This design comes from an exercise in tuning for a short achievable clock period and few clock cycles on the open sky130 flow, not from production work. Only simulation tests tie the RTL to the original design; equivalence was not proved. Power figures rest on the tool's default switching activity, not on a simulated workload.

--- config.mk ---
export PLATFORM = sky130hd
export DESIGN_NAME = dio_core
export DESIGN_NICKNAME = dio_core
export VERILOG_FILES = /design/flow/design.v
export SDC_FILE = /design/flow/constraint.sdc
export NUM_CORES = 4
export LEC_CHECK = 0
export ABC_CLOCK_PERIOD_IN_PS = 3000
export CAP_MARGIN = 20
export CORE_MARGIN = 2
export CORE_UTILIZATION = 40
export SETUP_SLACK_MARGIN = 5
export SLEW_MARGIN = 20
--- constraint.sdc ---
create_clock -name core_clock -period 8.0 [get_ports {clk}]
set_input_delay 1.6000 -clock core_clock [delete_from_list [all_inputs] [get_ports {clk}]]
set_output_delay 1.6000 -clock core_clock [all_outputs]
set_load 0.01 [all_outputs]
--- design.v ---
module dio_core (
    input             clk,
    input             rst,
    input             cmd_valid,
    output            cmd_ready,
    input      [63:0] cmd_data,
    output            rsp_valid,
    output     [31:0] rsp_result,
    output            rsp_err,
    input      [31:0] pad_in,
    output     [31:0] pad_out,
    output     [31:0] pad_oe,
    output            ie
);
    localparam [7:0] OP_NOP      = 8'h00, OP_STATRD   = 8'h01, OP_IESET    = 8'h02,
                     OP_IECLR    = 8'h03, OP_REGRD    = 8'h04, OP_REGWR    = 8'h05,
                     OP_PBIND    = 8'h10, OP_PENOUT   = 8'h11, OP_PENIN    = 8'h12,
                     OP_PREAD    = 8'h13, OP_PWRITE   = 8'h14,
                     OP_BINDIN   = 8'h20, OP_BINDOUT  = 8'h21, OP_PINRD    = 8'h22,
                     OP_PINWR    = 8'h23, OP_PINTGL   = 8'h24, OP_PINPLS   = 8'h25,
                     OP_SCFG     = 8'h30, OP_SIN      = 8'h31, OP_SOUT     = 8'h32,
                     OP_CCFG     = 8'h40, OP_CWRITE   = 8'h41, OP_CEN      = 8'h42,
                     OP_CDIS     = 8'h43;
    localparam PW = 8;
    reg [31:0] out_r, dir_r;
    reg        ie_r, ill_r, cfgerr_r, operr_r;
    reg        ie_o;
    reg [7:0]  ph_v, ph_dirn;
    reg [15:0] ph_port;
    reg [23:0] ph_start;
    reg [31:0] ph_nb;
    reg [7:0]  pn_v, pn_out;
    reg [63:0] pn_d;
    reg [7:0]  sh_v, sh_mode, sh_ord;
    reg [47:0] sh_n;
    reg [63:0] sh_dp, sh_cp;
    reg [7:0]  ch_v, ch_ord;
    reg [47:0] ch_n;
    reg [63:0] ch_dp, ch_cp;
    reg [23:0] ch_li, ch_oi;
    reg        rdy_r, rsp_r, err_r, dec_r;
    reg [63:0] cmd;
    reg [31:0] res_r;
    localparam integer P_G1 = 0, P_G2 = 1, P_D = 2, P_C1 = 3, P_C0 = 4, P_L1 = 5, P_L0 = 6, P_W = 7;
    reg [7:0]  ph;                      
    reg        cm_r;                    
    reg        e_si, e_cw;
    reg [31:0] cMo, cMd;                
    reg        cE, cL;                  
    reg [31:0] nM;                      
    reg        nE, nL;                  
    reg [PW-1:0] dD, dC, dL;            
    reg [31:0] sval, pos;
    reg        lastb, e_ord;
    reg [5:0]  cnt;
    reg        w_ph, w_pn, w_sh, w_ch;
    reg [2:0]  w_u;
    reg        w_dirn, w_out, w_mode, w_ord;
    reg [1:0]  w_port;
    reg [2:0]  w_start;
    reg [3:0]  w_nb;
    reg [5:0]  w_n;
    reg [PW-1:0] w_d0, w_d1;
    reg [2:0]  w_i2, w_i3;
    assign pad_out    = out_r;
    assign pad_oe     = dir_r;
    assign ie         = ie_o;
    assign cmd_ready  = rdy_r;
    assign rsp_valid  = rsp_r;
    assign rsp_result = res_r;
    assign rsp_err    = err_r;
    wire [31:0] padv = (out_r & dir_r) | (pad_in & ~dir_r);
    function [31:0] onehot(input [4:0] k);
        onehot = 32'd1 << k;
    endfunction
    function [31:0] pmask(input [PW-1:0] d);
        pmask = d[7] ? 32'd0 : (32'd1 << d[4:0]);
    endfunction
    wire [7:0]  i_opc  = cmd_data[63:56];
    wire [7:0]  i_unit = cmd_data[55:48];
    wire [15:0] i_aux  = cmd_data[47:32];
    wire [31:0] i_data = cmd_data[31:0];
    wire [2:0]  in_u = i_unit[2:0];
    wire [2:0]  in_a = i_aux[2:0];
    wire [2:0]  in_b = i_aux[10:8];
    wire [2:0]  in_c = i_data[2:0];
    wire        i_uok = (i_unit < 8'd8);
    wire        in_cw = (i_opc == OP_CWRITE);
    reg i_legal;
    always @(*) begin
        case (i_opc)
            OP_NOP, OP_STATRD, OP_IESET, OP_IECLR: i_legal = (cmd_data[55:0] == 56'd0);
            OP_REGRD:  i_legal = (cmd_data[55:42] == 14'd0) && (i_data == 32'd0);
            OP_REGWR:  i_legal = (cmd_data[55:42] == 14'd0);
            OP_PBIND:  i_legal = (i_aux[15:9] == 7'd0) && (i_data[31:14] == 18'd0) && (i_data[7:6] == 2'd0);
            OP_PENOUT, OP_PENIN, OP_PREAD, OP_PINRD, OP_PINTGL, OP_SIN, OP_CEN, OP_CDIS:
                       i_legal = (i_aux == 16'd0) && (i_data == 32'd0);
            OP_PWRITE, OP_SOUT, OP_CWRITE:
                       i_legal = (i_aux == 16'd0);
            OP_PINWR, OP_PINPLS:
                       i_legal = (i_aux == 16'd0) && (i_data[31:1] == 31'd0);
            OP_BINDIN: i_legal = (i_data[31:1] == 31'd0);
            OP_BINDOUT: i_legal = (i_data[31:3] == 29'd0);
            OP_SCFG:   i_legal = (i_data[31:10] == 22'd0) && (i_data[7:6] == 2'd0);
            OP_CCFG:   i_legal = (i_data[31:9] == 23'd0);
            default:   i_legal = 1'b0;
        endcase
    end
    wire [1:0] i_rsel   = i_aux[9:8];
    wire       i_nopin  = (i_aux == 16'hFFFF);
    wire       i_pin_ok = i_nopin || ((i_aux[15:8] < 8'd4) && (i_aux[7:0] < 8'd8));
    reg i_chk;
    always @(*) begin
        case (i_opc)
            OP_REGRD:  i_chk = (i_aux[7:0] < 8'd4) && (i_rsel != 2'd3);
            OP_REGWR:  i_chk = (i_aux[7:0] < 8'd4) && (i_rsel == 2'd1 || i_rsel == 2'd2);
            OP_PBIND:  i_chk = i_uok && !ph_v[in_u] && (i_aux[7:0] < 8'd4) && (i_data[13:8] != 6'd0)
                               && ({1'b0, i_data[5:0]} + {1'b0, i_data[13:8]} <= 7'd8);
            OP_PENOUT, OP_PENIN, OP_PREAD:
                       i_chk = i_uok && ph_v[in_u];
            OP_PWRITE: i_chk = i_uok && ph_v[in_u] && ph_dirn[in_u];
            OP_BINDIN, OP_BINDOUT:
                       i_chk = i_uok && !pn_v[in_u] && i_pin_ok;
            OP_PINRD:  i_chk = i_uok && pn_v[in_u];
            OP_PINWR, OP_PINTGL, OP_PINPLS:
                       i_chk = i_uok && pn_v[in_u] && pn_out[in_u];
            OP_SCFG:   i_chk = i_uok && !sh_v[in_u]
                               && (i_aux[7:0] < 8'd8) && pn_v[in_a] && (pn_out[in_a] == i_data[9])
                               && (i_aux[15:8] < 8'd8) && pn_v[in_b] && pn_out[in_b]
                               && (i_data[5:0] != 6'd0) && (i_data[5:0] <= 6'd32);
            OP_SIN:    i_chk = i_uok && sh_v[in_u] && !sh_mode[in_u];
            OP_SOUT:   i_chk = i_uok && sh_v[in_u] && sh_mode[in_u];
            OP_CCFG:   i_chk = i_uok && !ch_v[in_u]
                               && (i_aux[7:0] < 8'd8) && sh_v[in_a] && sh_mode[in_a]
                               && (i_aux[15:8] < 8'd8) && pn_v[in_b] && pn_out[in_b]
                               && (i_data[7:0] < 8'd8) && pn_v[in_c] && pn_out[in_c];
            OP_CWRITE, OP_CEN, OP_CDIS:
                       i_chk = i_uok && ch_v[in_u];
            default:   i_chk = 1'b1;
        endcase
    end
    reg        o_statrd, o_ieset, o_ieclr, o_regrd, o_regwr, o_pbind, o_penout, o_penin,
               o_pread, o_pwrite, o_bindin, o_bindout, o_pinrd, o_pinwr, o_pintgl, o_pinpls,
               o_scfg, o_sin, o_sout, o_ccfg, o_cwrite, o_cen, o_cdis;
    reg        legal_r, ok_r, cfg_r, run_r, two_r;
    reg [7:0]  ph2_r;
    wire       i_cfg = (i_opc == OP_PBIND) || (i_opc == OP_BINDIN) || (i_opc == OP_BINDOUT) ||
                       (i_opc == OP_SCFG) || (i_opc == OP_CCFG);
    reg        i_run, i_two;
    reg [7:0]  i_ph2;
    always @(*) begin
        i_run = 1'b1; i_two = 1'b0; i_ph2 = 8'd1 << P_G2;
        case (i_opc)
            OP_REGWR, OP_PBIND, OP_PENOUT, OP_PENIN, OP_PWRITE, OP_BINDIN,
            OP_PINWR, OP_PINTGL, OP_CCFG, OP_CEN, OP_CDIS: ;
            OP_BINDOUT, OP_PINPLS: i_two = 1'b1;
            OP_SOUT, OP_CWRITE: begin i_two = 1'b1; i_ph2 = 8'd1 << P_C1; end
            OP_SIN:             begin i_two = 1'b1; i_ph2 = 8'd1 << P_C0; end
            default: i_run = 1'b0;
        endcase
    end
    reg           u_pn_out;
    reg [PW-1:0]  u_pn_d;
    reg           u_ph_dirn;
    reg [1:0]     u_ph_port;
    reg [2:0]     u_ph_start;
    reg [3:0]     u_ph_nb;
    reg [PW-1:0]  c_pn_d;
    reg [PW-1:0]  a_pn_d, b_pn_d;
    reg           a_sh_ord;
    reg [5:0]     a_sh_n;
    reg [PW-1:0]  a_sh_dp, a_sh_cp;
    reg [PW-1:0]  s_dp, s_cp, u_ch_lp, u_ch_op;
    reg [5:0]     s_n;
    reg           s_ord;
    reg [31:0]    s_pos;
    wire [5:0]    in_n   = in_cw ? ch_n[in_u*6 +: 6] : sh_n[in_u*6 +: 6];
    wire          in_ord = in_cw ? ch_ord[in_u] : sh_ord[in_u];
    wire [255:0]  sh_pos_all, ch_pos_all;
    genvar k;
    generate
        for (k = 0; k < 8; k = k + 1) begin : slot
            wire [4:0] sn1 = sh_n[k*6 +: 5] - 5'd1;
            wire [4:0] cn1 = ch_n[k*6 +: 5] - 5'd1;
            assign sh_pos_all[k*32 +: 32] = sh_ord[k] ? onehot(sn1) : 32'd1;
            assign ch_pos_all[k*32 +: 32] = ch_ord[k] ? onehot(cn1) : 32'd1;
        end
    endgenerate
    wire [2:0]    in_li  = ch_li[in_u*3 +: 3];
    wire [2:0]    in_oi  = ch_oi[in_u*3 +: 3];
    wire [15:0] aux  = cmd[47:32];
    wire [31:0] data = cmd[31:0];
    wire [2:0]  u    = cmd[50:48];
    wire [1:0]  reg_sel = aux[9:8];
    wire        pin_nopin = (aux == 16'hFFFF);
    wire [31:0]   u_pn_m  = pmask(u_pn_d);
    wire          u_pn_rd = ~u_pn_d[7] & (u_pn_out ? ((|(out_r & u_pn_m)) ^ u_pn_d[6]) : (|(padv & u_pn_m)));
    wire          u_ph_full = (u_ph_nb == 4'd8);
    wire [7:0]    u_ph_mask = ((8'd1 << u_ph_nb) - 8'd1) << u_ph_start;
    wire [31:0]   u_ph_pm = {24'd0, u_ph_mask} << {u_ph_port, 3'd0};
    wire [31:0]   u_ph_src = (u_ph_dirn ? out_r : padv) >> {u_ph_port, 3'd0};
    wire [7:0]    u_ph_rd = (u_ph_src[7:0] & u_ph_mask) >> u_ph_start;
    wire [7:0]    u_ph_w8 = data[7:0] << u_ph_start;
    wire [31:0]   u_ph_wv = {4{u_ph_w8}};
    wire [31:0]   c_pn_m  = pmask(c_pn_d);
    wire [31:0]   s_dm    = pmask(s_dp);
    wire [31:0]   s_cm    = pmask(s_cp);
    wire          s_b0    = |(data & s_pos);
    wire [31:0]   u_ch_om = pmask(u_ch_op);
    wire [7:0]  bind_mask = ((8'd1 << data[13:8]) - 8'd1) << data[2:0];
    wire [31:0] bind_pm   = {24'd0, bind_mask} << {aux[1:0], 3'd0};
    wire [PW-1:0] bind_d  = {pin_nopin, o_bindout && data[2], o_bindout && data[1], aux[9:8], aux[2:0]};
    wire [31:0] bind_m    = pin_nopin ? 32'd0 : onehot({aux[9:8], aux[2:0]});
    wire [31:0] byte_m    = 32'hFF << {aux[1:0], 3'd0};
    wire [31:0] reg_src = (reg_sel == 2'd0) ? padv : (reg_sel == 2'd1) ? out_r : dir_r;
    wire [31:0] reg_sh  = reg_src >> {aux[1:0], 3'd0};
    wire [7:0]  reg_rd  = reg_sh[7:0];
    wire        o_pinv  = o_pinwr | o_pinpls;
    wire        o_shout = o_sout | o_cwrite;
    wire [31:0] f_cMo = ({32{o_regwr & (reg_sel != 2'd2)}} & byte_m)
                      | ({32{o_pwrite}} & u_ph_pm)
                      | ({32{o_bindout}} & bind_m)
                      | ({32{o_pinv | o_pintgl}} & u_pn_m)
                      | ({32{o_ccfg}} & c_pn_m)
                      | ({32{o_cen | o_cdis}} & u_ch_om)
                      | ({32{o_shout}} & s_dm)
                      | ({32{o_sin}} & s_cm);
    wire [31:0] f_cMd = ({32{o_regwr & (reg_sel == 2'd2)}} & byte_m)
                      | ({32{o_pbind}} & bind_pm)
                      | ({32{o_penout | o_penin}} & u_ph_pm)
                      | ({32{o_bindin}} & bind_m);
    wire [31:0] f_cV  = ({32{o_regwr}} & {4{data[7:0]}})
                      | ({32{(o_pbind & aux[8]) | o_penout}})
                      | ({32{o_pwrite}} & u_ph_wv)
                      | ({32{o_bindout & (data[0] ^ data[2])}})
                      | ({32{o_pinv & (data[0] ^ u_pn_d[6])}})
                      | ({32{o_pintgl}} & ~out_r)
                      | ({32{o_ccfg & (data[8] ^ c_pn_d[6])}})
                      | ({32{(o_cen & ~u_ch_op[6]) | (o_cdis & u_ch_op[6])}})
                      | ({32{o_shout & (s_b0 ^ s_dp[6])}})
                      | ({32{o_sin & ~s_cp[6]}});
    wire        f_cL  = ((o_pbind | o_penout | o_penin | o_pwrite) & !((o_pbind) ? (data[13:8] == 6'd8) : u_ph_full))
                      | (o_bindout & data[1])
                      | ((o_pinv | o_pintgl) & u_pn_d[5])
                      | (o_ccfg & c_pn_d[5])
                      | ((o_cen | o_cdis) & u_ch_op[5])
                      | (o_shout & s_dp[5])
                      | (o_sin & s_cp[5]);
    wire [31:0] f_c2Mo = ({32{o_pinpls}} & u_pn_m) | ({32{o_shout | o_sin}} & s_cm);
    wire [31:0] f_c2Md = {32{o_bindout}} & bind_m;
    wire        f_c2E  = o_bindout | (o_pinpls & (~data[0] ^ u_pn_d[6])) | (o_shout & ~s_cp[6]) | (o_sin & s_cp[6]);
    wire        f_c2L  = (o_pinpls & u_pn_d[5]) | ((o_shout | o_sin) & s_cp[5]);
    wire        b_run = ok_r & run_r;
    wire [31:0] bMo   = b_run ? f_cMo : 32'd0;
    wire [31:0] bMd   = b_run ? f_cMd : 32'd0;
    wire [31:0] out_b = (out_r & ~bMo) | (f_cV & bMo);
    wire [31:0] dir_b = (dir_r & ~bMd) | (f_cV & bMd);
    wire [31:0] mD  = pmask(dD);
    wire [31:0] mC  = pmask(dC);
    wire [31:0] mL  = pmask(dL);
    wire        iD = dD[6], yD = dD[5], iC = dC[6], yC = dC[5], iL = dL[6], yL = dL[5];
    wire [31:0] cV  = {32{cE}};
    wire [31:0] nV  = {32{nE}};
    wire        c_chg = |(((out_r ^ cV) & cMo) | ((dir_r ^ cV) & cMd));
    wire        n_chg = |((out_r ^ nV) & nM);
    wire        merge = cm_r & ~c_chg;
    wire [31:0] out_c = (out_r & ~cMo) | (cV & cMo);
    wire [31:0] dir_c = (dir_r & ~cMd) | (cV & cMd);
    wire [31:0] out_e = (out_c & ~({32{merge}} & nM)) | ({32{merge}} & nM & nV);
    wire        a_chg  = merge ? n_chg : c_chg;
    wire        a_lock = merge ? nL : cL;
    wire        samp   = |(mD & padv);
    wire        a_end  = ph[P_G2] | ph[P_L0] | (ph[P_C0] & lastb & ~e_cw);
    wire [31:0] pos_nx = e_ord ? (pos >> 1) : (pos << 1);
    wire        d_nx   = |(sval & pos_nx);
    wire        nx_C  = ph[P_D] | ph[P_C1] | (ph[P_C0] & ~lastb & e_si);
    wire        nx_D  = ph[P_C0] & ~lastb & ~e_si;
    wire        nx_L  = (ph[P_C0] & lastb & e_cw) | ph[P_L1];
    wire        to_C1 = (ph[P_D] & ~merge) | (ph[P_C0] & ~lastb & e_si);
    wire        to_C0 = ph[P_C1] | (ph[P_D] & merge);
    wire        to_L1 = ph[P_C0] & lastb & e_cw;
    wire        to_L0 = ph[P_L1];
    always @(posedge clk) begin
        rsp_r <= 1'b0;
        w_ph <= 1'b0; w_pn <= 1'b0; w_sh <= 1'b0; w_ch <= 1'b0;
        if (w_ph) begin
            ph_v[w_u] <= 1'b1; ph_dirn[w_u] <= w_dirn; ph_nb[w_u*4 +: 4] <= w_nb;
            ph_port[w_u*2 +: 2] <= w_port; ph_start[w_u*3 +: 3] <= w_start;
        end
        if (w_pn) begin
            pn_v[w_u] <= 1'b1; pn_out[w_u] <= w_out; pn_d[w_u*PW +: PW] <= w_d0;
        end
        if (w_sh) begin
            sh_v[w_u] <= 1'b1; sh_mode[w_u] <= w_mode; sh_ord[w_u] <= w_ord; sh_n[w_u*6 +: 6] <= w_n;
            sh_dp[w_u*PW +: PW] <= w_d0; sh_cp[w_u*PW +: PW] <= w_d1;
        end
        if (w_ch) begin
            ch_v[w_u] <= 1'b1; ch_ord[w_u] <= w_ord; ch_n[w_u*6 +: 6] <= w_n;
            ch_dp[w_u*PW +: PW] <= w_d0; ch_cp[w_u*PW +: PW] <= w_d1;
            ch_li[w_u*3 +: 3] <= w_i2; ch_oi[w_u*3 +: 3] <= w_i3;
        end
        cmd  <= cmd_data;
        legal_r <= i_legal;
        ok_r    <= i_legal && i_chk;
        cfg_r   <= i_cfg;
        run_r   <= i_run;
        two_r   <= i_two;
        ph2_r   <= i_ph2;
        o_statrd <= (i_opc == OP_STATRD); o_ieset  <= (i_opc == OP_IESET);
        o_ieclr  <= (i_opc == OP_IECLR);  o_regrd  <= (i_opc == OP_REGRD);
        o_regwr  <= (i_opc == OP_REGWR);  o_pbind  <= (i_opc == OP_PBIND);
        o_penout <= (i_opc == OP_PENOUT); o_penin  <= (i_opc == OP_PENIN);
        o_pread  <= (i_opc == OP_PREAD);  o_pwrite <= (i_opc == OP_PWRITE);
        o_bindin <= (i_opc == OP_BINDIN); o_bindout <= (i_opc == OP_BINDOUT);
        o_pinrd  <= (i_opc == OP_PINRD);  o_pinwr  <= (i_opc == OP_PINWR);
        o_pintgl <= (i_opc == OP_PINTGL); o_pinpls <= (i_opc == OP_PINPLS);
        o_scfg   <= (i_opc == OP_SCFG);   o_sin    <= (i_opc == OP_SIN);
        o_sout   <= (i_opc == OP_SOUT);   o_ccfg   <= (i_opc == OP_CCFG);
        o_cwrite <= (i_opc == OP_CWRITE); o_cen    <= (i_opc == OP_CEN);
        o_cdis   <= (i_opc == OP_CDIS);
        u_pn_out <= pn_out[in_u]; u_pn_d <= pn_d[in_u*PW +: PW];
        u_ph_dirn <= ph_dirn[in_u]; u_ph_nb <= ph_nb[in_u*4 +: 4];
        u_ph_port <= ph_port[in_u*2 +: 2]; u_ph_start <= ph_start[in_u*3 +: 3];
        a_pn_d <= pn_d[in_a*PW +: PW];
        b_pn_d <= pn_d[in_b*PW +: PW];
        c_pn_d <= pn_d[in_c*PW +: PW];
        a_sh_ord <= sh_ord[in_a]; a_sh_n <= sh_n[in_a*6 +: 6];
        a_sh_dp <= sh_dp[in_a*PW +: PW]; a_sh_cp <= sh_cp[in_a*PW +: PW];
        s_dp  <= in_cw ? ch_dp[in_u*PW +: PW] : sh_dp[in_u*PW +: PW];
        s_cp  <= in_cw ? ch_cp[in_u*PW +: PW] : sh_cp[in_u*PW +: PW];
        s_n   <= in_n;
        s_ord <= in_ord;
        s_pos <= in_cw ? ch_pos_all[in_u*32 +: 32] : sh_pos_all[in_u*32 +: 32];
        u_ch_lp <= pn_d[in_li*PW +: PW]; u_ch_op <= pn_d[in_oi*PW +: PW];
        ph   <= 8'd0;
        cm_r <= 1'b0;
        cMo  <= 32'd0;
        cMd  <= 32'd0;
        cE   <= 1'b0;
        cL   <= 1'b0;
        if (dec_r) begin
            out_r <= out_b;
            dir_r <= dir_b;
        end else begin
            out_r <= out_e;
            dir_r <= dir_c;
        end
        if (rst) begin
            rdy_r    <= 1'b1;
            dec_r    <= 1'b0;
            ie_r     <= 1'b0;
            ie_o     <= 1'b0;
            ill_r    <= 1'b0;
            cfgerr_r <= 1'b0;
            operr_r  <= 1'b0;
            ph_v     <= 8'd0;
            pn_v     <= 8'd0;
            sh_v     <= 8'd0;
            ch_v     <= 8'd0;
            out_r    <= 32'd0;
            dir_r    <= 32'd0;
        end else if (ph == 8'd0 && !dec_r) begin
            ie_o <= ie_r;
            if (cmd_valid && rdy_r) begin
                dec_r <= 1'b1;
                rdy_r <= 1'b0;
            end
        end else if (dec_r) begin
            dec_r <= 1'b0;
            ie_o  <= (b_run & f_cL) ? 1'b0 : ie_r;
            e_si <= o_sin; e_cw <= o_cwrite;
            dD <= s_dp; dC <= s_cp; dL <= u_ch_lp;
            sval <= data; pos <= s_pos; e_ord <= s_ord;
            cnt <= s_n; lastb <= (s_n == 6'd1);
            cE   <= f_c2E;
            cL   <= f_c2L;
            nM   <= s_cm; nE <= ~s_cp[6]; nL <= s_cp[5];
            w_u <= u; w_dirn <= aux[8]; w_nb <= data[11:8];
            w_port <= aux[1:0]; w_start <= data[2:0];
            w_out <= o_bindout; w_mode <= data[9];
            w_ord <= o_ccfg ? a_sh_ord : data[8];
            w_n   <= o_ccfg ? a_sh_n : data[5:0];
            w_d0  <= o_ccfg ? a_sh_dp : o_scfg ? a_pn_d : bind_d;
            w_d1  <= o_ccfg ? a_sh_cp : b_pn_d;
            w_i2  <= aux[10:8];
            w_i3  <= data[2:0];
            res_r <= ({32{ok_r & o_statrd}} & {21'd0, operr_r, cfgerr_r, ill_r, 7'd0, ie_r})
                   | ({32{ok_r & o_regrd}}  & {24'd0, reg_rd})
                   | ({32{ok_r & o_pread}}  & {24'd0, u_ph_rd})
                   | ({32{ok_r & o_pinrd}}  & {31'd0, u_pn_rd});
            err_r <= !ok_r;
            if (!legal_r)   ill_r <= 1'b1;
            else if (!ok_r) begin
                if (cfg_r) cfgerr_r <= 1'b1;
                else       operr_r  <= 1'b1;
            end
            if (ok_r) begin
                if (o_ieset) begin ie_r <= 1'b1; ie_o <= 1'b1; end
                if (o_ieclr) begin ie_r <= 1'b0; ie_o <= 1'b0; end
                w_ph <= o_pbind;
                w_pn <= o_bindin | o_bindout;
                w_sh <= o_scfg;
                w_ch <= o_ccfg;
            end
            if (b_run && two_r) begin
                ph  <= ph2_r;
                cMo <= f_c2Mo; cMd <= f_c2Md;
            end else if (b_run && f_cL && ie_r) begin
                ph  <= 8'd1 << P_W;
            end else begin
                rsp_r <= 1'b1;
                rdy_r <= 1'b1;
            end
        end else if (ph[P_W]) begin
            ie_o  <= ie_r;
            rsp_r <= 1'b1;
            rdy_r <= 1'b1;
        end else begin
            ie_o <= (a_chg & a_lock) ? 1'b0 : ie_r;
            if (ph[P_C0]) begin
                if (e_si && samp) res_r <= res_r | pos;
                pos   <= pos_nx;
                cnt   <= cnt - 6'd1;
                lastb <= (cnt == 6'd2);
            end
            cm_r <= nx_D;
            cMo  <= ({32{nx_C}} & mC) | ({32{nx_D}} & mD) | ({32{nx_L}} & mL);
            cL   <= (nx_C & yC) | (nx_D & yD) | (nx_L & yL);
            cE   <= (to_C1 & ~iC) | (to_C0 & iC) | (nx_D & (d_nx ^ iD)) | (to_L1 & ~iL) | (to_L0 & iL);
            if (a_end) begin
                cm_r <= 1'b0;
                cMo  <= 32'd0;
                if (a_chg && a_lock && ie_r) begin
                    ph[P_W] <= 1'b1;
                end else begin
                    rsp_r <= 1'b1;
                    rdy_r <= 1'b1;
                end
            end else begin
                ph[P_C1] <= to_C1;
                ph[P_C0] <= to_C0;
                ph[P_D]  <= nx_D;
                ph[P_L1] <= to_L1;
                ph[P_L0] <= to_L0;
            end
        end
    end
endmodule
--- run.sh ---
#!/bin/bash
# synth_recipe.tcl (not shown) runs the flow's synth.tcl, then flattens the netlist and writes it again
# the make line also repeats each setting of config.mk as NAME=value (left out here)
make -C /OpenROAD-flow-scripts/flow DESIGN_CONFIG=/design/flow/config.mk WORK_HOME=/design/flow/orfs CLKGATE_MAP_FILE= SYNTH_SCRIPT=/design/flow/synth_recipe.tcl finish
==> impl_metrics.csv, run 1 <==
group,metric,value,unit
run_status,status,"timing/DRC/antenna clean",
detailed_routing,vias,69952,
die,dieHeight,424,µm
yosys,synth_cells,6971,
critical_path,critPathKind,"reg -> reg",
detailed_routing,firstDrtPassIters,9,
critical_path,timing.rr.start,"u_ph_nb[1]$_DFF_P_",
timing,finalCritPeriodShare,42.1,%
yosys,syn_area,70500,µm²
clock_network,clock_sinks,1172,
detailed_routing,routed_via_density,7.15,
timing,final_max_slew_viol_count,0,
clock_network,cts_buffers,142,
yosys,ys_types,107,
global_routing,grtUsageTotal,41.0,%
clock_network,clockBufferDepth,3,
finish,area_delta_synth_final,28.3,%
critical_path,critPathLaunch,"u_ph_nb[1]$_DFF_P_",
yosys,synthFlopType,"edfxtp_1",
detailed_routing,drc,0,
timing,rsz0062_at_grt,"yes",
timing,clock_skew,50.6,ps
finish,layout-drive-gt1-share,31.1,%
timing,maxSlewHeadroom,14.6,%
finish,layout_common_cells,"edfxtp_1, nand2_1, nor2_1",
timing,setup_ws,4640,ps
die,io_pins,199,
yosys,syn_avg_cell_area,10.1,µm²
critical_path,start_kind,"register",
die,start_util,40.1,%
critical_path,critPathRequiredTime,8710,ps
critical_path,rr_worst_depth,13,
placement,place_ws,2540,ps
power,p_per_area,165,nW/µm²
detailed_routing,ant_nets,0,
clock_network,tritoncts,"yes",
global_routing,grt_pass1_vias,63852,
clock_network,cts_root_buffer,"clkbuf_16",
hold_path,worstHoldPathCells,0,
yosys,syn-num-nets,7097,
detailed_routing,routedWlPerCell,39.7,µm
timing,fmax,0.297,GHz
die,die-width,424,µm
finish,fill_cells,15535,
hold_path,worstHoldStart,"cmd[48]$_DFF_P_",
global_routing,grt_antenna_before_repair,18,
power,power.leakage,32.1,nW
timing,worst_slew_pin_slew,1270,ps
critical_path,worstPathMaxFanout,7,
yosys,synth_edf_count,772,
clock_network,htreeDepth,4,
timing,hold_violations,0,
timing,setup_violations,0,
finish,final_common_cell,"edfxtp_1",
clock_network,holdBufCountCts,0,
global_routing,gr-total-overflow,0,
critical_path,cp.arrival,4070,ps
die,die_area,180000,µm²
global_routing,grt_pass1_wl,522000,µm
yosys,async_reset_ff_share,0,%
yosys,synth_seq_area_share,44.2,%
job,max_cap_violations,0,
die,fp.coreArea,176000,µm²
timing,setup-tns-final,0,ps
yosys,synth-seq-cells,1172,
hold_path,hold_class,"reg -> reg",
critical_path,endpoint_kind,"register",
die,fp-row-count,154,
yosys,ys_warn_count,1,
placement,globalplace.congestion,1.06,
placement,port-buffer-count,198,
clock_network,clkLatencyLatePin,840,ps
timing,finalCriticalPeriod,3360,ps
finish,fin_nets,7435,
timing,hold_ws,396,ps
power,peakVddDrop,0.223,mV
placement,dp_hpwl,256000,µm
clock_network,clkTransAtPathRegs,60,ps
detailed_routing,drt_wl_total,388000,µm
detailed_routing,drtIter0Drc,11382,
global_routing,grt_start_max_net_pins,170,
[Yosys cell counts, drive strengths merged (22+ instances only)]
master	count	area, µm²
a211oi	27	218
a21o	227	1700
a21oi	226	1130
a221o	22	220
a221oi	89	780
a22o	312	2730
a22oi	142	1070
a31oi	118	738
a32oi	50	438
and2	44	275
and3	37	231
buf	140	689
clkbuf	477	1800
dfxtp	400	8010
edfxtp	772	23200
ha	25	313
inv	92	345
mux2	187	2110
mux2i	227	2270
mux4	210	4730
nand2	656	2460
nand2b	91	569
nand3	220	1100
nand3b	33	248
nand4	80	500
nor2	575	2160
nor2b	79	494
nor3	131	678
nor3b	25	188
nor4	51	380
o2111ai	28	245
o211ai	106	796
o21ai	306	1550
o221ai	115	1010
o22ai	184	1150
o31ai	22	165
or2	33	206
or3	40	250
xnor2	23	201
xor2	49	429
[cells by family after synthesis]
family          synth area share (%)
compound gates                  22.5
simple gates                    14.9
flops                           44.2
buf+inv                         4.04
mux                             12.9
xor+xnor                       0.894
fa+ha+maj                      0.500
[state kept, by name (all words and copies together) (netlist names), 32 cells and up, named ones only]
signal  count
ch_dp      64
ph_nb      32
cMd        32
sh_n       48
pn_d       64
s_pos      32
cmd        51
res_r      32
nM         32
ch_cp      64
ch_n       48
sh_dp      64
sh_cp      64
cMo        32
pos        32
[critical path, cell delays in order, from the launching register on]
cell and delay (ps):
dfxtp_2 330, buf_12 150, or4b_4 550, ha_4 210, buf_6 140, xnor2_2 120, a311o_1 330, a21oi_4 260
a211oi_4 80, buf_12 180, and3_4 190, o41ai_4 360, mux2i_1 240, o211ai_1 90
[final timing paths]
kind / to / slack, ps
worst min register to register: w_u[0]$_DFFE_PP_ / 400
worst max register to register: register / 4640
worst max-delay path: register / 4640
worst min-delay path: w_u[0]$_DFFE_PP_ / 400
[power breakdown]
group	internal (mW)	total (mW)	leakage, nW	switching [mW]
logic	0.624	1.66	19.6	1.04
registers	6.47	6.64	10.2	0.167
clock network	3.71	6.62	2.29	2.91
total	10.8	14.9	32.1	4.11
[per-layer routing]
layer  track usage (%)  vias to the layer above  routed length [µm]
met3              12.7                     1309               49100
met2              58.7                     5522              161000
met5                 0                        -                  48
met4              26.4                        8               32000
li1                  -                    28070                   -
met1              53.6                    35043              146000
[repair_timing]
item | in CTS | in global routing
gates resized for setup | 1425 | 574
setup buffers | 264 | 140
gates cloned | 32 | 19
endpoints found under the setup margin | 1063 | 609
pin swaps | 180 | 270
[metrics by stage]
| stage | cells | total power, mW | cell area [µm²] | util [%] |
|---|---|---|---|---|
| after floorplan | 6971 | 7.43 | 71700 | - |
| after global placement | 9049 | 8.03 | 75100 | 42.7 |
| after detailed placement | 9050 | 8.03 | 75100 | 42.7 |
| after CTS | 9611 | 14.7 | 86200 | 49.0 |
| after global routing | 9770 | 15.2 | 90400 | 51.5 |
| final | 9780 | 14.9 | 90500 | 51.5 |
[area by class of cell]
type | count | area, µm² | area share [%]
Clock buffer | 200 | 4040 | 4.46
Timing Repair Buffer | 805 | 8720 | 9.64
Clock inverter | 65 | 673 | 0.744
Antenna cell | 10 | 25.0 | 0.0277
Tap cell | 2340 | 2930 | 3.24
Timing Repair inverter | 4 | 57.6 | 0.0636
Sequential cell | 1172 | 31500 | 34.8
Inverter | 96 | 413 | 0.456
Multi-Input combinational cell | 5088 | 42100 | 46.6
Testbench counts, summed over its fixed seeds: cycles 32,757.
==> inputs of run 2 (changes only) <==
--- a/design.v
+++ b/design.v
@@ -25,10 +25,10 @@
     reg [31:0] out_r, dir_r;
     reg        ie_r, ill_r, cfgerr_r, operr_r;
     reg        ie_o;
-    reg [7:0]  ph_v, ph_dirn;
+    reg [7:0]  ph_v, ph_dirn, ph_full;
     reg [15:0] ph_port;
     reg [23:0] ph_start;
-    reg [31:0] ph_nb;
+    reg [63:0] ph_mask;
     reg [7:0]  pn_v, pn_out;
     reg [63:0] pn_d;
     reg [7:0]  sh_v, sh_mode, sh_ord;
@@ -58,7 +58,8 @@
     reg        w_dirn, w_out, w_mode, w_ord;
     reg [1:0]  w_port;
     reg [2:0]  w_start;
-    reg [3:0]  w_nb;
+    reg        w_full;
+    reg [7:0]  w_mask;
     reg [5:0]  w_n;
     reg [PW-1:0] w_d0, w_d1;
     reg [2:0]  w_i2, w_i3;
@@ -76,6 +77,22 @@
     function [31:0] pmask(input [PW-1:0] d);
         pmask = d[7] ? 32'd0 : (32'd1 << d[4:0]);
     endfunction
+    function [2:0] sel3(input [23:0] v, input [2:0] i);
+        integer j;
+        begin
+            sel3 = 3'd0;
+            for (j = 0; j < 8; j = j + 1)
+                sel3 = sel3 | ({3{i == j}} & v[j*3 +: 3]);
+        end
+    endfunction
+    function [5:0] sel6(input [47:0] v, input [2:0] i);
+        integer j;
+        begin
+            sel6 = 6'd0;
+            for (j = 0; j < 8; j = j + 1)
+                sel6 = sel6 | ({6{i == j}} & v[j*6 +: 6]);
+        end
+    endfunction
     wire [7:0]  i_opc  = cmd_data[63:56];
     wire [7:0]  i_unit = cmd_data[55:48];
     wire [15:0] i_aux  = cmd_data[47:32];
@@ -85,7 +102,6 @@
     wire [2:0]  in_b = i_aux[10:8];
     wire [2:0]  in_c = i_data[2:0];
     wire        i_uok = (i_unit < 8'd8);
-    wire        in_cw = (i_opc == OP_CWRITE);
     reg i_legal;
     always @(*) begin
         case (i_opc)
@@ -164,18 +180,19 @@
     reg           u_ph_dirn;
     reg [1:0]     u_ph_port;
     reg [2:0]     u_ph_start;
-    reg [3:0]     u_ph_nb;
+    reg           u_ph_full;
+    reg [7:0]     u_ph_mask;
+    reg [31:0]    u_ph_pm;
     reg [PW-1:0]  c_pn_d;
     reg [PW-1:0]  a_pn_d, b_pn_d;
     reg           a_sh_ord;
     reg [5:0]     a_sh_n;
     reg [PW-1:0]  a_sh_dp, a_sh_cp;
-    reg [PW-1:0]  s_dp, s_cp, u_ch_lp, u_ch_op;
-    reg [5:0]     s_n;
-    reg           s_ord;
-    reg [31:0]    s_pos;
-    wire [5:0]    in_n   = in_cw ? ch_n[in_u*6 +: 6] : sh_n[in_u*6 +: 6];
-    wire          in_ord = in_cw ? ch_ord[in_u] : sh_ord[in_u];
+    reg [PW-1:0]  u_ch_lp, u_ch_op;
+    reg [PW-1:0]  us_dp, us_cp, uc_dp, uc_cp;
+    reg [5:0]     us_n, uc_n;
+    reg           us_ord, uc_ord;
+    reg [31:0]    us_pos, uc_pos;
     wire [255:0]  sh_pos_all, ch_pos_all;
     genvar k;
     generate
@@ -186,8 +203,14 @@
             assign ch_pos_all[k*32 +: 32] = ch_ord[k] ? onehot(cn1) : 32'd1;
         end
     endgenerate
-    wire [2:0]    in_li  = ch_li[in_u*3 +: 3];
-    wire [2:0]    in_oi  = ch_oi[in_u*3 +: 3];
+    wire [2:0]    in_li  = sel3(ch_li, in_u);
+    wire [2:0]    in_oi  = sel3(ch_oi, in_u);
+    wire [255:0]  ph_pm_all;
+    generate
+        for (k = 0; k < 8; k = k + 1) begin : pslot
+            assign ph_pm_all[k*32 +: 32] = {24'd0, ph_mask[k*8 +: 8]} << {ph_port[k*2 +: 2], 3'd0};
+        end
+    endgenerate
     wire [15:0] aux  = cmd[47:32];
     wire [31:0] data = cmd[31:0];
     wire [2:0]  u    = cmd[50:48];
@@ -195,14 +218,16 @@
     wire        pin_nopin = (aux == 16'hFFFF);
     wire [31:0]   u_pn_m  = pmask(u_pn_d);
     wire          u_pn_rd = ~u_pn_d[7] & (u_pn_out ? ((|(out_r & u_pn_m)) ^ u_pn_d[6]) : (|(padv & u_pn_m)));
-    wire          u_ph_full = (u_ph_nb == 4'd8);
-    wire [7:0]    u_ph_mask = ((8'd1 << u_ph_nb) - 8'd1) << u_ph_start;
-    wire [31:0]   u_ph_pm = {24'd0, u_ph_mask} << {u_ph_port, 3'd0};
     wire [31:0]   u_ph_src = (u_ph_dirn ? out_r : padv) >> {u_ph_port, 3'd0};
     wire [7:0]    u_ph_rd = (u_ph_src[7:0] & u_ph_mask) >> u_ph_start;
     wire [7:0]    u_ph_w8 = data[7:0] << u_ph_start;
     wire [31:0]   u_ph_wv = {4{u_ph_w8}};
     wire [31:0]   c_pn_m  = pmask(c_pn_d);
+    wire [PW-1:0] s_dp    = o_cwrite ? uc_dp : us_dp;
+    wire [PW-1:0] s_cp    = o_cwrite ? uc_cp : us_cp;
+    wire [5:0]    s_n     = o_cwrite ? uc_n : us_n;
+    wire          s_ord   = o_cwrite ? uc_ord : us_ord;
+    wire [31:0]   s_pos   = o_cwrite ? uc_pos : us_pos;
     wire [31:0]   s_dm    = pmask(s_dp);
     wire [31:0]   s_cm    = pmask(s_cp);
     wire          s_b0    = |(data & s_pos);
@@ -280,24 +305,27 @@
     wire        to_C0 = ph[P_C1] | (ph[P_D] & merge);
     wire        to_L1 = ph[P_C0] & lastb & e_cw;
     wire        to_L0 = ph[P_L1];
+    integer j;
     always @(posedge clk) begin
         rsp_r <= 1'b0;
         w_ph <= 1'b0; w_pn <= 1'b0; w_sh <= 1'b0; w_ch <= 1'b0;
-        if (w_ph) begin
-            ph_v[w_u] <= 1'b1; ph_dirn[w_u] <= w_dirn; ph_nb[w_u*4 +: 4] <= w_nb;
-            ph_port[w_u*2 +: 2] <= w_port; ph_start[w_u*3 +: 3] <= w_start;
-        end
-        if (w_pn) begin
-            pn_v[w_u] <= 1'b1; pn_out[w_u] <= w_out; pn_d[w_u*PW +: PW] <= w_d0;
-        end
-        if (w_sh) begin
-            sh_v[w_u] <= 1'b1; sh_mode[w_u] <= w_mode; sh_ord[w_u] <= w_ord; sh_n[w_u*6 +: 6] <= w_n;
-            sh_dp[w_u*PW +: PW] <= w_d0; sh_cp[w_u*PW +: PW] <= w_d1;
-        end
-        if (w_ch) begin
-            ch_v[w_u] <= 1'b1; ch_ord[w_u] <= w_ord; ch_n[w_u*6 +: 6] <= w_n;
-            ch_dp[w_u*PW +: PW] <= w_d0; ch_cp[w_u*PW +: PW] <= w_d1;
-            ch_li[w_u*3 +: 3] <= w_i2; ch_oi[w_u*3 +: 3] <= w_i3;
+        for (j = 0; j < 8; j = j + 1) begin
+            if (w_ph && w_u == j) begin
+                ph_v[j] <= 1'b1; ph_dirn[j] <= w_dirn; ph_full[j] <= w_full;
+                ph_port[j*2 +: 2] <= w_port; ph_start[j*3 +: 3] <= w_start; ph_mask[j*8 +: 8] <= w_mask;
+            end
+            if (w_pn && w_u == j) begin
+                pn_v[j] <= 1'b1; pn_out[j] <= w_out; pn_d[j*PW +: PW] <= w_d0;
+            end
+            if (w_sh && w_u == j) begin
+                sh_v[j] <= 1'b1; sh_mode[j] <= w_mode; sh_ord[j] <= w_ord; sh_n[j*6 +: 6] <= w_n;
+                sh_dp[j*PW +: PW] <= w_d0; sh_cp[j*PW +: PW] <= w_d1;
+            end
+            if (w_ch && w_u == j) begin
+                ch_v[j] <= 1'b1; ch_ord[j] <= w_ord; ch_n[j*6 +: 6] <= w_n;
+                ch_dp[j*PW +: PW] <= w_d0; ch_cp[j*PW +: PW] <= w_d1;
+                ch_li[j*3 +: 3] <= w_i2; ch_oi[j*3 +: 3] <= w_i3;
+            end
         end
         cmd  <= cmd_data;
         legal_r <= i_legal;
@@ -319,18 +347,19 @@
         o_cwrite <= (i_opc == OP_CWRITE); o_cen    <= (i_opc == OP_CEN);
         o_cdis   <= (i_opc == OP_CDIS);
         u_pn_out <= pn_out[in_u]; u_pn_d <= pn_d[in_u*PW +: PW];
-        u_ph_dirn <= ph_dirn[in_u]; u_ph_nb <= ph_nb[in_u*4 +: 4];
-        u_ph_port <= ph_port[in_u*2 +: 2]; u_ph_start <= ph_start[in_u*3 +: 3];
+        u_ph_dirn <= ph_dirn[in_u]; u_ph_full <= ph_full[in_u];
+        u_ph_mask <= ph_mask[in_u*8 +: 8]; u_ph_pm <= ph_pm_all[in_u*32 +: 32];
+        u_ph_port <= ph_port[in_u*2 +: 2]; u_ph_start <= sel3(ph_start, in_u);
         a_pn_d <= pn_d[in_a*PW +: PW];
         b_pn_d <= pn_d[in_b*PW +: PW];
         c_pn_d <= pn_d[in_c*PW +: PW];
-        a_sh_ord <= sh_ord[in_a]; a_sh_n <= sh_n[in_a*6 +: 6];
+        a_sh_ord <= sh_ord[in_a]; a_sh_n <= sel6(sh_n, in_a);
         a_sh_dp <= sh_dp[in_a*PW +: PW]; a_sh_cp <= sh_cp[in_a*PW +: PW];
-        s_dp  <= in_cw ? ch_dp[in_u*PW +: PW] : sh_dp[in_u*PW +: PW];
-        s_cp  <= in_cw ? ch_cp[in_u*PW +: PW] : sh_cp[in_u*PW +: PW];
-        s_n   <= in_n;
-        s_ord <= in_ord;
-        s_pos <= in_cw ? ch_pos_all[in_u*32 +: 32] : sh_pos_all[in_u*32 +: 32];
+        us_dp <= sh_dp[in_u*PW +: PW]; uc_dp <= ch_dp[in_u*PW +: PW];
+        us_cp <= sh_cp[in_u*PW +: PW]; uc_cp <= ch_cp[in_u*PW +: PW];
+        us_n  <= sel6(sh_n, in_u);     uc_n  <= sel6(ch_n, in_u);
+        us_ord <= sh_ord[in_u];        uc_ord <= ch_ord[in_u];
+        us_pos <= sh_pos_all[in_u*32 +: 32]; uc_pos <= ch_pos_all[in_u*32 +: 32];
         u_ch_lp <= pn_d[in_li*PW +: PW]; u_ch_op <= pn_d[in_oi*PW +: PW];
         ph   <= 8'd0;
         cm_r <= 1'b0;
@@ -375,7 +404,7 @@
             cE   <= f_c2E;
             cL   <= f_c2L;
             nM   <= s_cm; nE <= ~s_cp[6]; nL <= s_cp[5];
-            w_u <= u; w_dirn <= aux[8]; w_nb <= data[11:8];
+            w_u <= u; w_dirn <= aux[8]; w_full <= (data[13:8] == 6'd8); w_mask <= bind_mask;
             w_port <= aux[1:0]; w_start <= data[2:0];
             w_out <= o_bindout; w_mode <= data[9];
             w_ord <= o_ccfg ? a_sh_ord : data[8];
==> run 2 against run 1 <==
Against the previous run:
- largest power group unchanged
- synthesized area fell by 2.1%
- combinational power down 4%
- critical path type unchanged
- count of clock-buffer cells in the layout is 5 lower
==> impl_metrics.csv, run 2 <==
group,metric,value,unit
global_routing,grt_start_max_net_pins,111,
detailed_routing,drtIter0Drc,10572,
critical_path,critPathLaunch,"cE$_SDFF_PP0_",
clock_network,clock_sinks,1312,
critical_path,cp.arrival,4260,ps
yosys,syn-num-nets,6423,
yosys,netlist_top_cells_count,"edfxtp_1, nand2_1, nor2_1",
timing,finalCriticalPeriod,3540,ps
clock_network,clockBufferDepth,3,
critical_path,rrSetupSlack,4460,ps
hold_path,worstHoldStart,"cmd[50]$_DFF_P_",
critical_path,crit_chain,"buf_4 > buf_4 > xor2_1 > a22o_1 > a221oi_2 > nand4_1 > nor4b_4 > buf_4 > buf_12 > and2_4 > buf_12 > buf_16 > a311o_1 > o221ai_2",
clock_network,holdBufCountCts,0,
run_status,status,"timing/DRC/antenna clean",
die,dieHeight,419,µm
placement,dp_hpwl,235000,µm
critical_path,slowest_delay,650,ps
detailed_routing,ant_nets,0,
timing,maxSlewHeadroom,24.7,%
die,io_pins,199,
clock_network,tritoncts,"yes",
finish,finalNonFillerCells,9131,
detailed_routing,firstDrtPassIters,10,
yosys,ys_types,92,
detailed_routing,drt_wl_total,350000,µm
finish,final_common_cell,"edfxtp_1",
power,clkPwrFrac,43.6,%
timing,setup-tns-final,0,ps
critical_path,endpoint_kind,"register",
critical_path,start_kind,"register",
finish,fin_nets,6794,
critical_path,timing.rr.start,"cE$_SDFF_PP0_",
timing,hold_violations,0,
yosys,synth.top_cell.area_share,35.7,%
timing,worst_slew_pin_slew,1100,ps
yosys,synthFlopType,"edfxtp_1",
power,peakVddDrop,0.198,mV
global_routing,grt_pass1_vias,58635,
yosys,yosys.area.top_type,"edfxtp_1",
yosys,ys_warn_count,1,
die,start_util,40.2,%
yosys,netlist_top_cells_area,"edfxtp_1, dfxtp_1, mux4_2",
clock_network,cts_root_buffer,"clkbuf_16",
detailed_routing,routedWlPerCell,38.3,µm
die,die-width,419,µm
timing,clock_skew,65.5,ps
die,die_area,176000,µm²
placement,place_inst,8479,
power,power_switching,4.34,mW
clock_network,clkLatencyLatePin,850,ps
detailed_routing,drc,0,
finish,fill_cells,15122,
critical_path,crit_top_cell,"buf_4",
finish,fin_area,86900,µm²
finish,multiInputGateArea,35600,µm²
die,fp.coreArea,172000,µm²
global_routing,grtUsageTotal,38.3,%
yosys,synth_cells,6312,
placement,globalplace.congestion,1.06,
critical_path,worst-path-stages,14,
placement,port-buffer-count,198,
critical_path,worstPathMaxFanout,8,
placement,place_ws,2970,ps
job,max_cap_violations,0,
power,power_frac_seq,46.5,%
critical_path,critPathKind,"reg -> reg",
critical_path,cpMaxStageDelayCell,"a221oi_2",
critical_path,critPathRequiredTime,8720,ps
clock_network,htreeDepth,4,
yosys,async_reset_ff_share,0,%
critical_path,cp.buffers_inverters,6,
finish,layout-drive-gt1-share,28.5,%
finish,area_delta_synth_final,25.9,%
power,combPwrFrac,9.9,%
power,internal-power,11.9,mW
timing,finalCritPeriodShare,44.3,%
yosys,yosysMostFrequentCell,"edfxtp_1",
power,power,16.2,mW
timing,rsz0062_at_grt,"yes",
placement,placed_area,74200,µm²
hold_path,hold_class,"reg -> reg",
timing,setup_ws,4460,ps
critical_path,rr_worst_depth,14,
timing,setup_violations,0,
power,p_per_area,187,nW/µm²
yosys,synth-seq-cells,1312,
yosys,synth_seq_area_share,50.0,%
finish,regArea,34700,µm²
timing,final_max_slew_viol_count,0,
detailed_routing,routed_via_density,6.95,
clock_network,cts_buffers,147,
timing,fmax,0.282,GHz
die,fp-row-count,152,
yosys,synth_edf_count,821,
critical_path,cp_top_family,"compound AO/OA/AOI/OAI gates",
global_routing,grt_pass1_wl,473000,µm
yosys,syn_area,69000,µm²
clock_network,clkTransAtPathRegs,70,ps
finish,layout_common_cells,"edfxtp_1, nand2_1, nor2_1",
global_routing,grt_antenna_before_repair,35,
yosys,syn_avg_cell_area,10.9,µm²
power,power.leakage,29.5,nW
global_routing,gr-total-overflow,0,
detailed_routing,vias,63450,
power,p_sw_share,26.8,%
[run 2: cell types whose count changed after synthesis, moves of 55 or more]
cell / delta
a22oi_1: +55
nor2_1: -59
o22ai_1: -93
clkbuf_1: -81
a22o_1: -273
nand2_1: -100
dfxtp_1: +91
nand3_1: -67
a221oi_1: +116
a21o_1: -217
[run 2: cell families after synthesis]
| kind of cell | count (synthesis) | share of synthesized area (%) |
|---|---|---|
| multiplexers | 614 | 13.6 |
| AND/OR/NAND/NOR | 1865 | 12.9 |
| XOR/XNOR | 85 | 1.08 |
| buffers and inverters | 648 | 3.66 |
| adder cells (fa/ha/maj) | 12 | 0.229 |
| flip-flops | 1312 | 50.0 |
| AO/OA/AOI/OAI | 1776 | 18.5 |
[run 2: area by class of cell]
cell class / count / share of cell area (%)
clock inverter: 78 / 1.12
timing repair buffer: 723 / 9.09
antenna: 14 / 0.0403
sequential: 1312 / 40.0
timing repair inverter: 1 / 0.00576
multi-input combinational: 4353 / 41.0
inverter: 145 / 0.701
clock buffer: 195 / 4.71
tap: 2310 / 3.33
[run 2: power by group through the flow]
stage          clock network (mW)  logic [mW]  registers [mW]
3_5_place_dp                    0        1.32            7.67
4_1_cts                      7.09        1.46            7.52
6_report                     7.07        1.60            7.53
2_1_floorplan                   0       0.857            7.53
5_1_grt                      7.36        1.65            7.53
3_3_place_gp                    0        1.32            7.67
[run 2: how the worst min path moves through the flow]
stage                        to  cells past startpoint
4_1_cts        w_u[1]$_DFFE_PP_                      0
5_1_grt        w_u[1]$_DFFE_PP_                      0
3_3_place_gp   w_u[1]$_DFFE_PP_                      0
6_report       w_u[2]$_DFFE_PP_                      0
3_5_place_dp   w_u[1]$_DFFE_PP_                      0
2_1_floorplan   dL[0]$_DFFE_PP_                      0
[run 2: timing repair]
item	4_1_cts	5_1_grt
pin swaps	99	130
gates resized for setup	1132	301
setup buffers	213	104
cloned	28	16
endpoints found under the setup margin	535	243
endpoints found under the hold margin	0	0
[run 2: routing by layer]
metal  track usage (%)  part of all wire, %  up-vias
li1                  -                    -    25658
met1              48.2                   36    31518
met2              56.1                   42     4993
met3              12.7                   13     1257
met4              25.3                  8.4       24
met5                 0                0.047        -
[run 2: stage by stage]
step	util, %	hold slack (ps)
3_3_place_gp	43.2	387
5_1_grt	50.6	412
3_5_place_dp	43.3	389
4_1_cts	49.0	405
2_1_floorplan	-	386
6_report	50.6	408
Testbench counts of run 2, summed over its fixed seeds: cycles 32,757.
==> inputs of run 3 (changes only) <==
--- a/design.v
+++ b/design.v
@@ -44,6 +44,7 @@
     localparam integer P_G1 = 0, P_G2 = 1, P_D = 2, P_C1 = 3, P_C0 = 4, P_L1 = 5, P_L0 = 6, P_W = 7;
     reg [7:0]  ph;                      
     reg        cm_r;                    
+    reg        dc_same;                 
     reg        e_si, e_cw;
     reg [31:0] cMo, cMd;                
     reg        cE, cL;                  
@@ -288,7 +289,7 @@
     wire [31:0] nV  = {32{nE}};
     wire        c_chg = |(((out_r ^ cV) & cMo) | ((dir_r ^ cV) & cMd));
     wire        n_chg = |((out_r ^ nV) & nM);
-    wire        merge = cm_r & ~c_chg;
+    wire        merge = cm_r;
     wire [31:0] out_c = (out_r & ~cMo) | (cV & cMo);
     wire [31:0] dir_c = (dir_r & ~cMd) | (cV & cMd);
     wire [31:0] out_e = (out_c & ~({32{merge}} & nM)) | ({32{merge}} & nM & nV);
@@ -402,6 +403,7 @@
             sval <= data; pos <= s_pos; e_ord <= s_ord;
             cnt <= s_n; lastb <= (s_n == 6'd1);
             cE   <= f_c2E;
+            dc_same <= (s_dp[4:0] == s_cp[4:0]) & ~s_dp[7] & ~s_cp[7];
             cL   <= f_c2L;
             nM   <= s_cm; nE <= ~s_cp[6]; nL <= s_cp[5];
             w_u <= u; w_dirn <= aux[8]; w_full <= (data[13:8] == 6'd8); w_mask <= bind_mask;
@@ -452,7 +454,7 @@
                 cnt   <= cnt - 6'd1;
                 lastb <= (cnt == 6'd2);
             end
-            cm_r <= nx_D;
+            cm_r <= nx_D & (dD[7] | ~((dc_same ? iC : |(out_r & mD)) ^ (d_nx ^ iD)));
             cMo  <= ({32{nx_C}} & mC) | ({32{nx_D}} & mD) | ({32{nx_L}} & mL);
             cL   <= (nx_C & yC) | (nx_D & yD) | (nx_L & yL);
             cE   <= (to_C1 & ~iC) | (to_C0 & iC) | (nx_D & (d_nx ^ iD)) | (to_L1 & ~iL) | (to_L0 & iL);
==> run 3 against run 2 <==
Against the previous run:
- final cell count down 2.1%
- routed wire length shrank 7.2%
- die area rose by 0.16%
- combinational power fell by 6%
==> impl_metrics.csv, run 3 <==
group,metric,value,unit
run_status,status,"timing/DRC/antenna clean",
clock_network,cts_root_buffer,"clkbuf_16",
yosys,synth.top_cell.area_share,35.7,%
die,dieHeight,420,µm
die,fp-row-count,152,
yosys,netlist_top_cells_count,"edfxtp_1, nor2_1, dfxtp_1",
yosys,synth-seq-cells,1314,
die,fp.coreArea,172000,µm²
yosys,synth_seq_area_share,50.0,%
detailed_routing,routedWlPerCell,36.3,µm
timing,finalCriticalPeriod,3540,ps
power,power.leakage,28.2,nW
yosys,ys_types,92,
global_routing,grt_pass1_vias,56940,
clock_network,clock_sinks,1314,
detailed_routing,ant_nets,0,
detailed_routing,routed_via_density,6.94,
global_routing,gr-total-overflow,0,
job,max_cap_violations,0,
global_routing,grt_start_max_net_pins,100,
global_routing,grtUsageTotal,35.4,%
placement,port-buffer-count,198,
placement,place_inst,8386,
power,p_per_area,190,nW/µm²
clock_network,clockBufferDepth,3,
clock_network,htreeDepth,4,
yosys,syn-num-nets,6365,
critical_path,cp.arrival,4190,ps
yosys,synth_cells,6254,
global_routing,grt_pass1_wl,443000,µm
yosys,yosysMostFrequentCell,"edfxtp_1",
die,start_util,40.3,%
yosys,ys_warn_count,1,
placement,dp_hpwl,221000,µm
finish,layout-drive-gt1-share,26.9,%
yosys,syn_area,69100,µm²
finish,fin_nets,6606,
critical_path,critPathRequiredTime,8650,ps
timing,hold_violations,0,
power,clkPwrFrac,43.7,%
yosys,synth_edf_count,822,
power,peakVddDrop,0.182,mV
yosys,syn_avg_cell_area,11.0,µm²
die,die-width,420,µm
timing,rsz0062_at_grt,"yes",
clock_network,clkTransAtPathRegs,60,ps
die,die_area,176000,µm²
yosys,async_reset_ff_share,0,%
finish,fill_cells,15254,
power,internal-power,11.9,mW
critical_path,critPathKind,"reg -> reg",
power,power_frac_seq,46.9,%
yosys,synthFlopType,"edfxtp_1",
detailed_routing,vias,62054,
global_routing,grt_antenna_before_repair,21,
yosys,yosys.area.top_type,"edfxtp_1",
timing,fmax,0.283,GHz
clock_network,cts_buffers,144,
finish,final_common_cell,"edfxtp_1",
timing,worst_slew_pin_slew,1430,ps
power,power_switching,4.18,mW
clock_network,tritoncts,"yes",
timing,hold_ws,406,ps
yosys,netlist_top_cells_area,"edfxtp_1, dfxtp_1, mux4_2",
timing,clock_skew,42.7,ps
finish,layout_common_cells,"edfxtp_1, nor2_1, dfxtp_1",
timing,final_max_slew_viol_count,0,
clock_network,holdBufCountCts,0,
critical_path,worstPathMaxFanout,7,
critical_path,start_kind,"register",
detailed_routing,firstDrtPassIters,9,
power,combPwrFrac,9.4,%
critical_path,endpoint_kind,"register",
finish,area_delta_synth_final,22.7,%
timing,finalCritPeriodShare,44.2,%
die,io_pins,199,
detailed_routing,drt_wl_total,324000,µm
hold_path,hold_class,"reg -> reg",
critical_path,rrSetupSlack,4460,ps
timing,maxSlewHeadroom,4.89,%
timing,setup_violations,0,
power,p_sw_share,26.0,%
timing,setup-tns-final,0,ps
placement,globalplace.congestion,1.05,
clock_network,clkLatencyLatePin,820,ps
detailed_routing,drc,0,
finish,finalNonFillerCells,8941,
detailed_routing,drtIter0Drc,10438,
[run 3: changes by cell type after synthesis, moves of 40 or more]
cell,change
nand2_1,-161
a22oi_1,+56
o21ai_0,+49
o22ai_1,+43
a21oi_1,+40
a31oi_1,-40
[run 3: timing repair]
item	in CTS	in global routing
cloned	11	8
endpoints found under the setup margin	452	228
resized for setup	1155	230
pin swaps	140	112
buffers inserted	190	63
[run 3: metrics by stage]
step	setup slack (ps)	utilization, %	instance area [µm²]	power, mW
global placement	3200	42.9	73600	8.93
detailed placement	3160	42.9	73600	8.93
CTS	4660	48.4	83000	16.0
finish	4460	49.4	84800	16.1
floorplan	3680	-	70100	8.38
global route	4520	49.4	84800	16.4
[run 3: area by class of cell]
class                           instances  area (µm²)  area share, %
Timing Repair Buffer                  615        6130           7.24
Antenna cell                           14        35.0         0.0413
Sequential cell                      1314       34800           41.1
Clock buffer                          199        4100           4.84
Clock inverter                         69         900           1.06
Inverter                              151         617          0.728
Multi-Input combinational cell       4269       35300           41.6
Tap cell                             2310        2890           3.41
[run 3: worst max-delay path: stages, from the launching register on]
cell and delay (ps):
dfxtp_4 370, buf_12 160, buf_16 180, mux2i_2 360, a2bb2oi_1 190, nand4_1 200
nor4b_4 660, xnor2_1 130, buf_4 190, a21o_4 260, buf_4 150, buf_6 110
o31ai_4 290, a21oi_2 120
[run 3: power by group through the flow]
| stage | clock network [mW] | registers (mW) | logic (mW) |
|---|---|---|---|
| finish | 7.03 | 7.55 | 1.51 |
| global route | 7.33 | 7.54 | 1.55 |
| CTS | 7.07 | 7.53 | 1.39 |
| detailed placement | 0 | 7.69 | 1.24 |
| global placement | 0 | 7.69 | 1.23 |
| floorplan | 0 | 7.54 | 0.844 |
[run 3: routing by layer]
metal  vias up  wire (µm)  global-route usage (%)
li1      25213          -                       -
met1     30920     121000                    45.6
met2      4754     139000                    52.5
met3      1147      40300                    10.5
met4        20      23900                    21.4
met5         -        144                  0.0278
[run 3: kinds of logic after synthesis]
logic type	share of synthesized area, %
XOR/XNOR	1.20
AO/OA/AOI/OAI	18.9
multiplexers	13.9
AND/OR/NAND/NOR	12.0
flip-flops	50.0
buffers and inverters	3.78
adder cells (fa/ha/maj)	0.228
[run 3: path summary, 6_finish.rpt]
| kind | startpoint | to | depth (start not counted) |
|---|---|---|---|
| setup / recovery | o_cwrite$_DFF_P_ | register | 13 |
| hold / removal | cmd[49]$_DFF_P_ | w_u[1]$_DFFE_PP_ | 0 |
| setup reg to reg | o_cwrite$_DFF_P_ | register | 13 |
| hold reg to reg | cmd[49]$_DFF_P_ | w_u[1]$_DFFE_PP_ | 0 |
Testbench counts of run 3, summed over its fixed seeds: cycles 32,757.

## separate check: timing with driven ports
How much do the figures lean on ideal ports? The routed layouts below were timed once more, with nothing changed but the port constraints. Step 1: set_driving_cell puts a clkbuf_16 on clk and a buf_2 on each other input, an assumption about the parent block. Step 2 times the ports against the registers' clock, not the clock port: input delays grow and output delays shrink by t, the midpoint of the rising clock arrivals with the driver on. a / b / c = ideal ports / drivers / drivers and shift; a / b = the first two.
run	t, ns	slack for setup (ns)	slew at the worst register clock pin (ns)	worst slew at a driven data input, ns	pins driven straight from the clock port
run 1	0.907	4.635 / 4.635 / 3.890	0.08 / 0.08	0.34	1
run 2	0.911	4.457 / 4.457 / 3.926	0.07 / 0.07	0.32	1
run 3	0.881	4.464 / 4.464 / 3.996	0.07 / 0.07	0.27	1
After both steps setup and hold are still met in every run listed. For run 1, which loses most, drivers alone change the setup slack by 0.000 ns; drivers and shift together by -0.745 ns.
